What follows belongs to an exercise in optimizing a design on an open flow for small area; a production flow would make more cautious choices. At most, simulation tests tie the RTL to the original design; equivalence was not proved. No activity file was given, so power comes from the tool's default toggle rates.

Setup of alpha:
// kb_core
module kb_core (
    input  wire        clk,
    input  wire        rst,             
    output wire [15:0] col,
    input  wire [5:0]  row,
    output wire        tx_push,
    output wire [63:0] tx_report,
    input  wire        tx_ok,
    input  wire        hreq_valid,
    input  wire        hreq_set,
    input  wire [1:0]  hreq_type,
    input  wire [7:0]  hreq_id,
    input  wire [3:0]  hreq_len,
    input  wire [7:0]  hreq_data,
    output reg         hresp_valid,
    output reg         hresp_err,
    output wire [63:0] hresp_report,
    output reg  [4:0]  leds,
    output reg         boot
);
For scale: about 1300 cells after synthesis.
==> flow/config.mk <==
export PLATFORM = sky130hd
export DESIGN_NAME = kb_core
export DESIGN_NICKNAME = kb_core
export VERILOG_FILES = /design/flow/design.v
export SDC_FILE = /design/flow/constraint.sdc
export NUM_CORES = 4
export LEC_CHECK = 0
export ABC_AREA = 1
export CAP_MARGIN = 20
export CORE_MARGIN = 2
export CORE_UTILIZATION = 40
export SLEW_MARGIN = 20
==> flow/constraint.sdc <==
create_clock -name core_clock -period 10.0 [get_ports {clk}]
set_input_delay 2.0000 -clock core_clock [delete_from_list [all_inputs] [get_ports {clk}]]
set_output_delay 2.0000 -clock core_clock [all_outputs]
set_load 0.01 [all_outputs]
standard.sh (not shown) runs the stock make flow with config.mk's settings and CLKGATE_MAP_FILE= SYNTH_SCRIPT=/design/flow/synth_recipe.tcl, a recipe that flattens the netlist after the stock synthesis.
==> flow/flow/run.sh <==
#!/bin/bash
# The standard layout (standard.sh) with three changes:
# - synthesis maps logic with an area-oriented ABC script (the same synthesis
#   script otherwise, so the registers are the standard synthesis's);
# - port buffers use the smallest buffer cell;
# - a leaner clock tree (sky130_fd_sc_hd__clkbuf_4, clusters of at most 12 sinks within 50 um,
#   no dummy loads).
# standard.sh's output goes to standard.log; ORFS keeps one log per step
# under orfs/logs.
set -euo pipefail
here=$(pwd)
rm -rf "$here/scripts"
cp -r "$FLOW_HOME/scripts" "$here/scripts"
cat > "$here/scripts/abc_area.script" <<'A'
strash
dch -f
amap
topo
dnsize -c
A
export SCRIPTS_DIR="$here/scripts"
export BUFFER_PORTS_ARGS="-buffer_cell sky130_fd_sc_hd__buf_1"
export CTS_ARGS="-sink_clustering_enable -repair_clock_nets -dont_use_dummy_load -buf_list {sky130_fd_sc_hd__clkbuf_4} -sink_clustering_size 12 -sink_clustering_max_diameter 50"
bash standard.sh > standard.log 2>&1
alpha has completed all stages; timing, DRC and antenna checks passed.
Setup changes, alpha to beta
Settings: CORE_UTILIZATION: 40 -> 55.
==> flow/flow/run.sh <==
#!/bin/bash
# The standard layout (standard.sh) with three changes:
# - synthesis maps logic with an area-oriented ABC script (the same synthesis
#   script otherwise, so the registers are the standard synthesis's);
# - port buffers use the smallest buffer cell;
# - a leaner clock tree (sky130_fd_sc_hd__clkbuf_4, clusters of at most 10 sinks within 40 um,
#   no dummy loads).
# standard.sh's output goes to standard.log; ORFS keeps one log per step
# under orfs/logs.
set -euo pipefail
here=$(pwd)
rm -rf "$here/scripts"
cp -r "$FLOW_HOME/scripts" "$here/scripts"
cat > "$here/scripts/abc_area.script" <<'A'
strash
&get -n
&deepsyn -J 50
&put
dch -f
amap
topo
dnsize -c
A
export SCRIPTS_DIR="$here/scripts"
export BUFFER_PORTS_ARGS="-buffer_cell sky130_fd_sc_hd__buf_1"
export CTS_ARGS="-sink_clustering_enable -repair_clock_nets -dont_use_dummy_load -buf_list {sky130_fd_sc_hd__clkbuf_4} -sink_clustering_size 10 -sink_clustering_max_diameter 40"
bash standard.sh > standard.log 2>&1
==> results.txt <==
- beta gives more total power than alpha did.
- [diff] routed via count, beta relative to alpha: regression
- beta against alpha: net switching power higher, total die area lower.
diff inputs: beta => gamma
Settings: swapping 55 for 40 in CORE_UTILIZATION.
==> flow/flow/run.sh <==
#!/bin/bash
# The standard layout (standard.sh) with three changes:
# - synthesis maps logic with an area-oriented ABC script (same synthesis
#   script otherwise, so the registers are the standard synthesis's);
# - port buffers use the smallest buffer cell;
# - a leaner clock tree (clkbuf_8, clusters of at most 18 sinks within 60 um,
#   no dummy loads).
# standard.sh's output goes to standard.log; ORFS keeps one log per step
# under orfs/logs.
set -euo pipefail
here=$(pwd)
rm -rf "$here/scripts"
cp -r "$FLOW_HOME/scripts" "$here/scripts"
cat > "$here/scripts/abc_area.script" <<'A'
strash
dch -f
amap
topo
dnsize -c
A
export SCRIPTS_DIR="$here/scripts"
export BUFFER_PORTS_ARGS="-buffer_cell sky130_fd_sc_hd__buf_1"
export CTS_ARGS="-sink_clustering_enable -repair_clock_nets -dont_use_dummy_load -buf_list sky130_fd_sc_hd__clkbuf_8 -sink_clustering_size 18 -sink_clustering_max_diameter 60"
bash standard.sh > standard.log 2>&1
Notes after the runs:
In the metrics for gamma and beta, the one carrying the higher effective utilization at floorplan is beta. The higher final cell count came out of gamma. Via count sits lower in gamma than in beta. gamma falls short of beta in worst hold slack. a2111oi_0 as the critical-path cell with the highest stage delay was reported by gamma, and nor3_1 by beta. Worst setup slack after layout, gamma and beta: larger value in beta.

---

kb_core again, from the RTL that the note above started with.
Design kb_core, start of the top module:
module kb_core (
    input  wire        clk,
    input  wire        rst,             
    output wire [15:0] col,
    input  wire [5:0]  row,
    output wire        tx_push,
    output wire [63:0] tx_report,
    input  wire        tx_ok,
    input  wire        hreq_valid,
    input  wire        hreq_set,
    input  wire [1:0]  hreq_type,
    input  wire [7:0]  hreq_id,
    input  wire [3:0]  hreq_len,
    input  wire [7:0]  hreq_data,
    output reg         hresp_valid,
    output reg         hresp_err,
    output wire [63:0] hresp_report,
    output reg  [4:0]  leds,
    output reg         boot
);
==> flow/config.mk <==
export PLATFORM = sky130hd
export DESIGN_NAME = kb_core
export DESIGN_NICKNAME = kb_core
export VERILOG_FILES = /design/flow/design.v
export SDC_FILE = /design/flow/constraint.sdc
export NUM_CORES = 4
export LEC_CHECK = 0
export ABC_AREA = 1
export CAP_MARGIN = 20
export CORE_MARGIN = 2
export CORE_UTILIZATION = 40
export SLEW_MARGIN = 20
==> flow/constraint.sdc <==
create_clock -name core_clock -period 10.0 [get_ports {clk}]
set_input_delay 2.0000 -clock core_clock [delete_from_list [all_inputs] [get_ports {clk}]]
set_output_delay 2.0000 -clock core_clock [all_outputs]
set_load 0.01 [all_outputs]
==> flow/flow/run.sh <==
#!/bin/bash
set -euo pipefail
export BUFFER_PORTS_ARGS="-buffer_cell sky130_fd_sc_hd__buf_1"
export CTS_ARGS="-sink_clustering_enable -repair_clock_nets -dont_use_dummy_load -buf_list sky130_fd_sc_hd__clkbuf_8 -sink_clustering_size 18 -sink_clustering_max_diameter 60"
bash standard.sh > standard.log 2>&1
==> next run, changes <==
==> flow/flow/run.sh (replaced) <==
#!/bin/bash
# The standard layout (standard.sh) with three changes:
# - synthesis maps logic with an area-oriented ABC script (the same synthesis
#   script otherwise, so the registers are the standard synthesis's);
# - port buffers use the smallest buffer cell;
# - a leaner clock tree (sky130_fd_sc_hd__clkbuf_8, clusters of at most 18 sinks within 60 um,
#   no dummy loads).
# standard.sh's output goes to standard.log; ORFS keeps one log per step
# under orfs/logs.
set -euo pipefail
here=$(pwd)
rm -rf "$here/scripts"
cp -r "$FLOW_HOME/scripts" "$here/scripts"
cat > "$here/scripts/abc_area.script" <<'A'
strash
&get -n
&deepsyn -J 50
&put
dch -f
amap
topo
dnsize -c
A
export SCRIPTS_DIR="$here/scripts"
export BUFFER_PORTS_ARGS="-buffer_cell sky130_fd_sc_hd__buf_1"
export CTS_ARGS="-sink_clustering_enable -repair_clock_nets -dont_use_dummy_load -buf_list {sky130_fd_sc_hd__clkbuf_8} -sink_clustering_size 18 -sink_clustering_max_diameter 60"
bash standard.sh > standard.log 2>&1
--- a/flow/config.mk
+++ b/flow/config.mk
@@ -10,3 +10,3 @@
 export CORE_MARGIN = 2
-export CORE_UTILIZATION = 40
+export CORE_UTILIZATION = 55
 export SLEW_MARGIN = 20
The changed run passed the timing, design-rule and antenna checks.
Core utilization rises by 17 points.
Non-clock buffer count rises by 2.
Worst setup slack degrades by 2.3 ns.
Worst hold slack improves by 0.0098 ns.
==> next run, changes <==
==> flow/flow/run.sh (replaced) <==
#!/bin/bash
set -euo pipefail
export BUFFER_PORTS_ARGS="-buffer_cell sky130_fd_sc_hd__buf_1"
export CTS_ARGS="-sink_clustering_enable -repair_clock_nets -dont_use_dummy_load -buf_list sky130_fd_sc_hd__clkbuf_8 -sink_clustering_size 24 -sink_clustering_max_diameter 40"
bash standard.sh > standard.log 2>&1
--- a/flow/config.mk
+++ b/flow/config.mk
@@ -10,3 +10,3 @@
 export CORE_MARGIN = 2
-export CORE_UTILIZATION = 55
+export CORE_UTILIZATION = 40
 export SLEW_MARGIN = 20
The changed run passed the timing, design-rule and antenna checks.
Via count rises by 8.5%.
Cell count rises by 21%.
Global-route usage decreases by 7.2 points.
Worst hold slack degrades by 0.037 ns.
Synthesized cell count rises by 19%.
==> next run, changes <==
==> flow/flow/run.sh (replaced) <==
#!/bin/bash
# The standard layout (standard.sh) with three changes:
# - synthesis maps logic with an area-oriented ABC script (the same synthesis
#   script otherwise, so the registers are the standard synthesis's);
# - port buffers use the smallest buffer cell;
# - a leaner clock tree (sky130_fd_sc_hd__clkbuf_4, clusters of at most 12 sinks within 50 um,
#   no dummy loads).
# standard.sh's output goes to standard.log; ORFS keeps one log per step
# under orfs/logs.
set -euo pipefail
here=$(pwd)
rm -rf "$here/scripts"
cp -r "$FLOW_HOME/scripts" "$here/scripts"
cat > "$here/scripts/abc_area.script" <<'A'
strash
&get -n
&deepsyn -J 50
&put
dch -f
amap
topo
dnsize -c
A
export SCRIPTS_DIR="$here/scripts"
export BUFFER_PORTS_ARGS="-buffer_cell sky130_fd_sc_hd__buf_1"
export CTS_ARGS="-sink_clustering_enable -repair_clock_nets -dont_use_dummy_load -buf_list {sky130_fd_sc_hd__clkbuf_4} -sink_clustering_size 12 -sink_clustering_max_diameter 50"
bash standard.sh > standard.log 2>&1
--- a/flow/config.mk
+++ b/flow/config.mk
@@ -10,3 +10,3 @@
 export CORE_MARGIN = 2
-export CORE_UTILIZATION = 40
+export CORE_UTILIZATION = 55
 export SLEW_MARGIN = 20
Critical path depth is higher by 21. Cell count is lower by 16%. Global-route usage is higher by 7.3 points. Die area is lower by 31%.

---

## v25
Another version of the RTL of kb_core (not shown whole).
For scale: about 17000 µm² of cells after synthesis.
export LEC_CHECK = 0
export ABC_AREA = 1
export CAP_MARGIN = 20
export CORE_MARGIN = 2
export CORE_UTILIZATION = 40
export SLEW_MARGIN = 20
create_clock -name core_clock -period 10.0 [get_ports {clk}]
==> flow/flow/run.sh <==
#!/bin/bash
set -euo pipefail
export BUFFER_PORTS_ARGS="-buffer_cell sky130_fd_sc_hd__buf_1"
bash standard.sh > standard.log 2>&1
v25: no failed stages, no open violations at the end
The inputs of v37 differ from those of v25 as listed below.
==> flow/run.sh (new file) <==
#!/bin/bash
# synth_recipe.tcl (not shown) runs the flow's synth.tcl, then flattens the netlist and writes it again
# the make line also repeats each setting of config.mk as NAME=value (left out here)
make -C /OpenROAD-flow-scripts/flow DESIGN_CONFIG=/design/flow/config.mk WORK_HOME=/design/flow/orfs CLKGATE_MAP_FILE= SYNTH_SCRIPT=/design/flow/synth_recipe.tcl finish
removed: flow/flow/run.sh
removed: flow/standard.sh
## What came out
- Between v37 and v25, routed wire length is higher for v37, v25 comes in under that.
- Compared with v25, v37 degrades final standard cell area without fillers.
- From v37 to v25, cell count after placement did not move at all.
- Between v25 and v37, the fraction of power spent switching nets does not differ in any meaningful way.
- Cmp v37 vs v25: global-route usage higher in v37
- v37 vs v25 — non-clock buffer total of the final layout rose 1.
- From v37 to v25, number of multi-input logic gates did not move at all.
No functional check of the RTL was part of any run of this note.

---

kb_core, a different RTL version from the one above (not shown whole).
Size: about 1300 cells after synthesis, ~190 I/O pins, roughly 0.016 mm2 of cells after synthesis.
Settings: LEC_CHECK=0, ABC_AREA=1, CAP_MARGIN=20, CORE_MARGIN=2, CORE_UTILIZATION=70, SLEW_MARGIN=20; clock period 10.0 ns.
==> flow/flow/run.sh <==
#!/bin/bash
# The standard layout (standard.sh) with three changes:
# - synthesis maps logic with an area-oriented ABC script (the same synthesis
#   script otherwise, so the registers are the standard synthesis's);
# - port buffers use the smallest buffer cell;
# - a leaner clock tree (sky130_fd_sc_hd__clkbuf_4, clusters of at most 10 sinks within 40 um,
#   no dummy loads).
# standard.sh's output goes to standard.log; ORFS keeps one log per step
# under orfs/logs.
set -euo pipefail
here=$(pwd)
rm -rf "$here/scripts"
cp -r "$FLOW_HOME/scripts" "$here/scripts"
cat > "$here/scripts/abc_area.script" <<'A'
strash
dc2
&get -n
&deepsyn -J 50
&put
dch -f
amap
topo
dnsize -c
A
export SCRIPTS_DIR="$here/scripts"
export BUFFER_PORTS_ARGS="-buffer_cell sky130_fd_sc_hd__buf_1"
export CTS_ARGS="-sink_clustering_enable -repair_clock_nets -dont_use_dummy_load -buf_list {sky130_fd_sc_hd__clkbuf_4} -sink_clustering_size 10 -sink_clustering_max_diameter 40"
bash standard.sh > standard.log 2>&1
The baseline completed with no timing, DRC or antenna violations.
Next try:
- CORE_UTILIZATION: 70 -> 55
Effect:
- design area climbs by 0.90%
- register-to-register slack is better by 0.48 ns
- worst setup slack is better by 0.48 ns
- final cell count climbs by 5.7%
Next try:
- GPL_ROUTABILITY_DRIVEN: unset -> 0
- GPL_TIMING_DRIVEN: unset -> 0
Effect:
- worst setup slack is worse by 0.64 ns
- combinational power goes up by roughly a tenth
- count of clock-buffer cells in the layout goes up by 1
- via count increases slightly
- first-iteration DRC count came out higher by well over a third
Next try:
--- a/flow/flow/run.sh
+++ b/flow/flow/run.sh
@@ -16 +15,0 @@
-dc2
- GPL_ROUTABILITY_DRIVEN: 0 -> unset
- GPL_TIMING_DRIVEN: 0 -> unset
What happened: Area after synthesis is about the same; sequential cell count does not change; critical path depth went down by 1; global-route usage came out higher by 0.94 points; final area fell slightly; die area barely changes; routed wire length increases by a few percent; utilization went down by 0.68 points; sequential share of layout area rises by 0.74 points; combinational power drops by roughly a tenth; power hardly moves.

---

kb_core again, from the RTL that the note above started with.
clock: 10.0 ns
lec_check: 0
abc_area: 1
cap_margin: 5
core_margin: 2
core_utilization: 70
slew_margin: 5
==> flow/flow/run.sh <==
#!/bin/bash
# The standard layout (standard.sh) with three changes:
# - synthesis maps logic with an area-oriented ABC script (the same synthesis
#   script otherwise, so the registers are the standard synthesis's);
# - port buffers use the smallest buffer cell;
# - a leaner clock tree (sky130_fd_sc_hd__clkbuf_4, clusters of at most 10 sinks within 40 um,
#   no dummy loads).
# standard.sh's output goes to standard.log; ORFS keeps one log per step
# under orfs/logs.
set -euo pipefail
here=$(pwd)
rm -rf "$here/scripts"
cp -r "$FLOW_HOME/scripts" "$here/scripts"
cat > "$here/scripts/abc_area.script" <<'A'
strash
dc2
&get -n
&deepsyn -J 50
&put
dch -f
amap
topo
dnsize -c
A
export SCRIPTS_DIR="$here/scripts"
export BUFFER_PORTS_ARGS="-buffer_cell sky130_fd_sc_hd__buf_1"
export CTS_ARGS="-sink_clustering_enable -repair_clock_nets -dont_use_dummy_load -buf_list {sky130_fd_sc_hd__clkbuf_4} -sink_clustering_size 10 -sink_clustering_max_diameter 40"
bash standard.sh > standard.log 2>&1
The baseline completed with no timing, DRC or antenna violations.
Rerun with:
--- a/flow/flow/run.sh
+++ b/flow/flow/run.sh
@@ -18 +18 @@
-&deepsyn -J 50
+&deepsyn -J 200
--- a/flow/config.mk
+++ b/flow/config.mk
@@ -9 +9 @@
-export CAP_MARGIN = 5
+export CAP_MARGIN = 20
@@ -12 +12 @@
-export SLEW_MARGIN = 5
+export SLEW_MARGIN = 20
Result: Non-clock buffer count does not change. Die area does not change. Via count stays flat. Final cell count stays the same. Fmax barely changes. Synthesized cell count stays the same. Global-route usage is unchanged. Clock skew barely changes. Clock power hardly moves.

---

kb_core, a different RTL version from the one above (not shown whole).
For scale: about 1300 cells after synthesis, about 190 I/O pins, about 16000 sq um of cells after synthesis.
export LEC_CHECK = 0
export ABC_AREA = 1
export CAP_MARGIN = 20
export CORE_MARGIN = 2
export CORE_UTILIZATION = 55
export SLEW_MARGIN = 20
create_clock -name core_clock -period 10.0 [get_ports {clk}]
==> flow/flow/run.sh <==
#!/bin/bash
# The standard layout (standard.sh) with three changes:
# - synthesis maps logic with an area-oriented ABC script (the same synthesis
#   script otherwise, so the registers are the standard synthesis's);
# - port buffers use the smallest buffer cell;
# - a leaner clock tree (sky130_fd_sc_hd__clkbuf_4, clusters of at most 10 sinks within 40 um,
#   no dummy loads).
# standard.sh's output goes to standard.log; ORFS keeps one log per step
# under orfs/logs.
set -euo pipefail
here=$(pwd)
rm -rf "$here/scripts"
cp -r "$FLOW_HOME/scripts" "$here/scripts"
cat > "$here/scripts/abc_area.script" <<'A'
strash
dc2
&get -n
&deepsyn -J 50
&put
dch -f
amap
topo
dnsize -c
A
export SCRIPTS_DIR="$here/scripts"
export BUFFER_PORTS_ARGS="-buffer_cell sky130_fd_sc_hd__buf_1"
export CTS_ARGS="-sink_clustering_enable -repair_clock_nets -dont_use_dummy_load -buf_list {sky130_fd_sc_hd__clkbuf_4} -sink_clustering_size 10 -sink_clustering_max_diameter 40"
bash standard.sh > standard.log 2>&1
Rerun with:
--- a/flow/flow/run.sh
+++ b/flow/flow/run.sh
@@ -16 +15,0 @@
-dc2
After rerunning:
- worst hold slack got worse by 0.0076 ns
- area after synthesis hardly moves
- final cell count stays flat
- power went up slightly
- setup slack gains 0.97 ns
- synthesized cell count decreases slightly
- routed wire length grows by a few percent
- register-to-register slack improves by 0.97 ns
- via count increases slightly
Function was not checked in any run of this note: the RTL went through the layout flow alone.

-- afterwards: timing with drivers on the ports --
The flow's constraints put no driver on any port. The routed layouts listed below were extracted and timed again, unchanged, in two steps.
Step 1: set_driving_cell puts a clkbuf_16 on clk and a buf_2 on each other input, an assumption about the parent block.
Step 2 times the ports against the registers' clock, not the clock port: input delays grow and output delays shrink by t, the midpoint of the rising clock arrivals with the driver on.
a / b / c = no drivers / after step 1 / after step 2; a / b = the first two.
run	t, ns	slack for setup (ns)	worst setup path after step 2	latest minus earliest clock arrival (ns)	pins driven straight from the clock port
alpha	0.782	2.782 / 2.782 / 2.782	register to register	0.138 / 0.138	1
beta	0.731	3.195 / 3.195 / 3.195	register to register	0.168 / 0.168	1
gamma	0.606	2.880 / 2.880 / 2.880	register to register	0.149 / 0.148	1
the first run of note 2	0.607	5.455 / 5.408 / 5.623	register to register	0.058 / 0.058	1
the second run of note 2	0.562	3.168 / 3.168 / 3.168	register to register	0.068 / 0.068	1
the third run of note 2	0.644	5.402 / 5.354 / 5.636	register to register	0.106 / 0.106	1
the fourth run of note 2	0.695	3.216 / 3.216 / 3.216	register to register	0.140 / 0.140	1
v25	0.631	3.095 / 3.040 / 3.670	register to output	0.029 / 0.029	1
v37	0.633	2.646 / 2.592 / 3.225	register to output	0.033 / 0.033	1
the first run of note 4	0.718	2.835 / 2.835 / 2.835	register to register	0.155 / 0.155	1
the second run of note 4	0.726	3.315 / 3.315 / 3.315	register to register	0.121 / 0.121	1
the third run of note 4	0.723	2.673 / 2.673 / 2.673	register to register	0.103 / 0.102	1
the fourth run of note 4	0.728	2.603 / 2.603 / 2.603	register to register	0.108 / 0.108	1
the first run of note 5	0.720	2.822 / 2.822 / 2.822	register to register	0.154 / 0.154	1
the second run of note 5	0.718	2.835 / 2.835 / 2.835	register to register	0.155 / 0.155	1
the first run of note 6	0.713	2.996 / 2.996 / 2.996	register to register	0.143 / 0.143	1
the second run of note 6	0.689	3.962 / 3.962 / 3.962	register to register	0.134 / 0.134	1
After both steps every run listed still meets setup and hold.
